What follows belongs to an exercise in optimizing a design on an open flow for small area, a short achievable clock period and few clock cycles per item; a production flow would make more cautious choices. Where RTL was checked, it was by simulation tests only, not by an equivalence proof against the original. The flow treats the clock pin as an ideal source, which a real chip does not have. No activity file was given, so power comes from the tool's default toggle rates.

run E:
// mnet_codec
module mnet_codec (
    input  wire        clk,
    input  wire        rst,
    input  wire        key_wr,
    input  wire [2:0]  key_len,
    input  wire [47:0] key_data,
    input  wire        tx_hdr_valid,
    output wire        tx_hdr_ready,
    input  wire [7:0]  tx_dst,
    input  wire [7:0]  tx_src,
    input  wire [15:0] tx_type,
    input  wire [7:0]  tx_len,
    input  wire        tx_obf,
    input  wire        tx_pl_valid,
    output wire        tx_pl_ready,
    input  wire [7:0]  tx_pl_data,
    output wire        line_tx_valid,
    input  wire        line_tx_ready,
    output wire [7:0]  line_tx_data,
    input  wire        line_rx_valid,
    input  wire [7:0]  line_rx_data,
    input  wire        rx_obf,
    output wire        rx_valid,
    output wire [7:0]  rx_data,
    output wire        rx_end,
    output wire [7:0]  rx_status
);
For scale: ~960 cells after synthesis, ~230 flip-flops, about 150 I/O pins.
==> flow/config.mk <==
export PLATFORM = sky130hd
export DESIGN_NAME = mnet_codec
export DESIGN_NICKNAME = mnet_codec
export VERILOG_FILES = /design/flow/design.v
export SDC_FILE = /design/flow/constraint.sdc
export NUM_CORES = 4
export LEC_CHECK = 0
export ABC_CLOCK_PERIOD_IN_PS = 2000
export CAP_MARGIN = 20
export CORE_MARGIN = 2
export CORE_UTILIZATION = 60
export CTS_CLUSTER_DIAMETER = 80
export CTS_CLUSTER_SIZE = 20
export SETUP_SLACK_MARGIN = 2.6
export SLEW_MARGIN = 20
==> flow/constraint.sdc <==
create_clock -name core_clock -period 4.5 [get_ports {clk}]
set_input_delay 0.9000 -clock core_clock [delete_from_list [all_inputs] [get_ports {clk}]]
set_output_delay 0.9000 -clock core_clock [all_outputs]
set_load 0.01 [all_outputs]
standard.sh (not shown) runs the stock make flow with config.mk's settings and CLKGATE_MAP_FILE= SYNTH_SCRIPT=/design/flow/synth_recipe.tcl, a recipe that flattens the netlist after the stock synthesis.
==> flow/flow/run.sh <==
#!/bin/bash
# The standard layout with two changes:
#  - plain buf_1 cells as the port buffers (the standard flow picks a delay
#    buffer); ORFS's repair resizes them as needed;
#  - after CTS, the top of the clock tree is rebuilt (collapse_cts.tcl): no
#    middle level, and the leaf buffers shared among 3 root buffers on the
#    clock port. Each tool's output goes to a log of its own here.
set -euo pipefail
export BUFFER_PORTS_ARGS="-buffer_cell sky130_fd_sc_hd__buf_1"
export RESULTS=$PWD/orfs/results/$FLOW_PLATFORM/mnet_codec/base
export NROOTS=3
bash standard.sh cts > standard_cts.log 2>&1
openroad -no_init -exit flow/collapse_cts.tcl > collapse_cts.log 2>&1
touch $RESULTS/4_cts.sdc
bash standard.sh finish > standard_finish.log 2>&1
Other scripts of this flow, unchanged in this note and not shown: flow/flow/collapse_cts.tcl
Run E ran to completion and came out clean on the timing, DRC and antenna checks.
Input-level comparison between run C and run E:
--- a/flow/design.v
+++ b/flow/design.v
@@ -46,19 +46,18 @@
     reg        sv;
     reg        pl_rdy;
     wire [7:0] b = hsr[39:32];
     assign hdr_ready = s_idle;
     assign pl_ready  = pl_rdy;
     wire [7:0] key_byte = ({8{ki[0]}} & key[7:0])   | ({8{ki[1]}} & key[15:8]) |
                           ({8{ki[2]}} & key[23:16]) | ({8{ki[3]}} & key[31:24]) |
                           ({8{ki[4]}} & key[39:32]) | ({8{ki[5]}} & key[47:40]);
     wire ki_wrap = |(ki[5:2] & klast);
-    wire hdr_take = s_idle && hdr_valid;
     wire pl_take  = pl_valid && pl_rdy;
     wire take     = line_valid && line_ready;
     wire s_body = s_hdr || s_pl;
     wire s_crc  = s_crch || s_crcl;
     wire rdy    = !sv;                    
     wire go     = rdy && !esc;            
     wire a_idle = s_idle && rdy && hdr_valid;     
     wire a_soh  = s_soh && go;
     wire a_hdr  = s_hdr && go;
@@ -91,20 +90,24 @@
     wire esc_n  = esc ? sv : (a_hdr || a_pl || a_crch || a_crcl) && is_ff;
     wire pv_n   = pl_take || (pv && !a_pl);
     wire sv_n   = !take && (sv || (line_valid && gen));
     wire [2:0] idx_n = s_idle ? 3'd0 : a_hdr ? idx + 3'd1 : idx;
     wire cnt_n_nz  = !(cnt_zero || (cnt_one && a_pl));
     wire cnt_n_gt1 = !(cnt_zero || cnt_one || (cnt_two && a_pl));
     wire sv_n_rdy = !line_valid && sv;                  
     wire sv_n_stl = sv || (line_valid && gen_b);        
     wire hdr_len_n = s_hdr && (idx[2] ? !a_hdr : (idx[1:0] == 2'd3) && a_hdr) && !cnt_zero && !esc_n;
-    wire pl_rdy_rdy = hdr_len_n && !sv_n_rdy || n_pl && (pv_n ? cnt_n_gt1 && !esc_n && !sv_n_rdy : cnt_n_nz);
-    wire pl_rdy_stl = hdr_len_n && !sv_n_stl || n_pl && (pv_n ? cnt_n_gt1 && !esc_n && !sv_n_stl : cnt_n_nz);
+    wire pv_keep    = pv && !a_pl;
+    wire pl_due2    = n_pl && cnt_n_gt1 && !esc_n;
+    wire pl_rdy_rt  = hdr_len_n && !sv_n_rdy || pl_due2 && !sv_n_rdy;
+    wire pl_rdy_rn  = hdr_len_n && !sv_n_rdy || n_pl && (pv_keep ? cnt_n_gt1 && !esc_n && !sv_n_rdy : cnt_n_nz);
+    wire pl_rdy_st  = hdr_len_n && !sv_n_stl || pl_due2 && !sv_n_stl;
+    wire pl_rdy_sn  = hdr_len_n && !sv_n_stl || n_pl && (pv_keep ? cnt_n_gt1 && !esc_n && !sv_n_stl : cnt_n_nz);
     always @(posedge clk) begin
         if (rst) begin
             s_idle     <= 1'b1;
             s_soh      <= 1'b0;
             s_hdr      <= 1'b0;
             s_pl       <= 1'b0;
             s_crch     <= 1'b0;
             s_crcl     <= 1'b0;
             s_eot      <= 1'b0;
@@ -119,19 +122,20 @@
             s_hdr      <= n_hdr;
             s_pl       <= n_pl;
             s_crch     <= n_crch;
             s_crcl     <= n_crcl;
             s_eot      <= n_eot;
             esc        <= esc_n;
             pv         <= pv_n;
             sv         <= sv_n;
             line_valid <= (line_valid && !line_ready) || sv || gen;
-            pl_rdy     <= line_ready ? pl_rdy_rdy : pl_rdy_stl;
+            pl_rdy     <= line_ready ? (pl_take ? pl_rdy_rt : pl_rdy_rn)
+                                     : (pl_take ? pl_rdy_st : pl_rdy_sn);
         end
     end
     wire [7:0] chain = s_pl ? b : 8'h00;
     always @(posedge clk) begin
         if (s_idle) begin
             hsr <= {hdr_dst, hdr_src, hdr_type, hdr_len};
             cnt <= hdr_len;
             obf <= hdr_obf && (klast != 4'd0);
             crc <= 16'h0000;
@@ -278,27 +282,30 @@
     input  wire        rx_obf,
     output wire        rx_valid,
     output wire [7:0]  rx_data,
     output wire        rx_end,
     output wire [7:0]  rx_status
 );
     reg [47:0] key;
     reg [3:0]  klast;
     wire key_ok = key_wr && (key_len[2] ? (key_len[1:0] != 2'd3) : (key_len[1:0] == 2'd3));
+    wire key_hi = key_wr && key_len[2] && (key_len[1:0] != 2'd3);
     always @(posedge clk) begin
         if (rst)
             klast <= 4'd0;
         else if (key_ok)
             klast <= {key_len == 3'd6, key_len == 3'd5, key_len == 3'd4, key_len == 3'd3};
     end
     always @(posedge clk) begin
         if (key_ok)
-            key <= key_data;
+            key[23:0] <= key_data[23:0];
+        if (key_hi)
+            key[47:24] <= key_data[47:24];
     end
     mnet_tx u_tx (
         .clk       (clk),
         .rst       (rst),
         .key       (key),
         .klast     (klast),
         .hdr_valid (tx_hdr_valid),
         .hdr_ready (tx_hdr_ready),
         .hdr_dst   (tx_dst),
--- outcome ---
Both conditions hold for run C: the flow ran to the end and the final layout passed the timing, DRC and antenna checks. The largest net degree at the start of global routing in run E is 0.78 times that in run C. Compared with run E, in run C first-iteration DRC count went down by 211, sequential share of power rose by 0.5 points. [diff] post-synthesis instance area, run C relative to run E: regression. NOTE: weighted congestion at the end of routability-driven global placement in run C exceeds that of run E. Going from run E to run C, wire length went down by about 5%; placed wire-length estimate after detailed placement decreased by 140 um relative to the old numbers.
Testbench counts of run C, summed over its fixed seeds: cycles 27,589, items 384.
No functional check of the RTL was part of run E.

[afterwards: timing with drivers on the ports]
In the flow no input, the clock included, has a driving cell. The finished layouts below were timed again as built, in two steps.
Step 1 assumes that a clkbuf_16 drives the clock port and a buf_2 every other input.
Step 2 times the ports against the registers' clock, not the clock port: input delays grow and output delays shrink by t, the midpoint of the rising clock arrivals with the driver on.
a / b / c = ideal / step 1 / step 2; a / b = the first two.
run	t (ns)	slack for setup (ns)	cell pins on the clock port's net
run E	0.377	2.564 / 2.587 / 2.221	3
run C	0.374	2.615 / 2.659 / 2.284	3
After both steps setup and hold are still met in every run listed. For run E, which loses most, drivers alone change the setup slack by +0.023 ns; drivers and shift together by -0.343 ns.
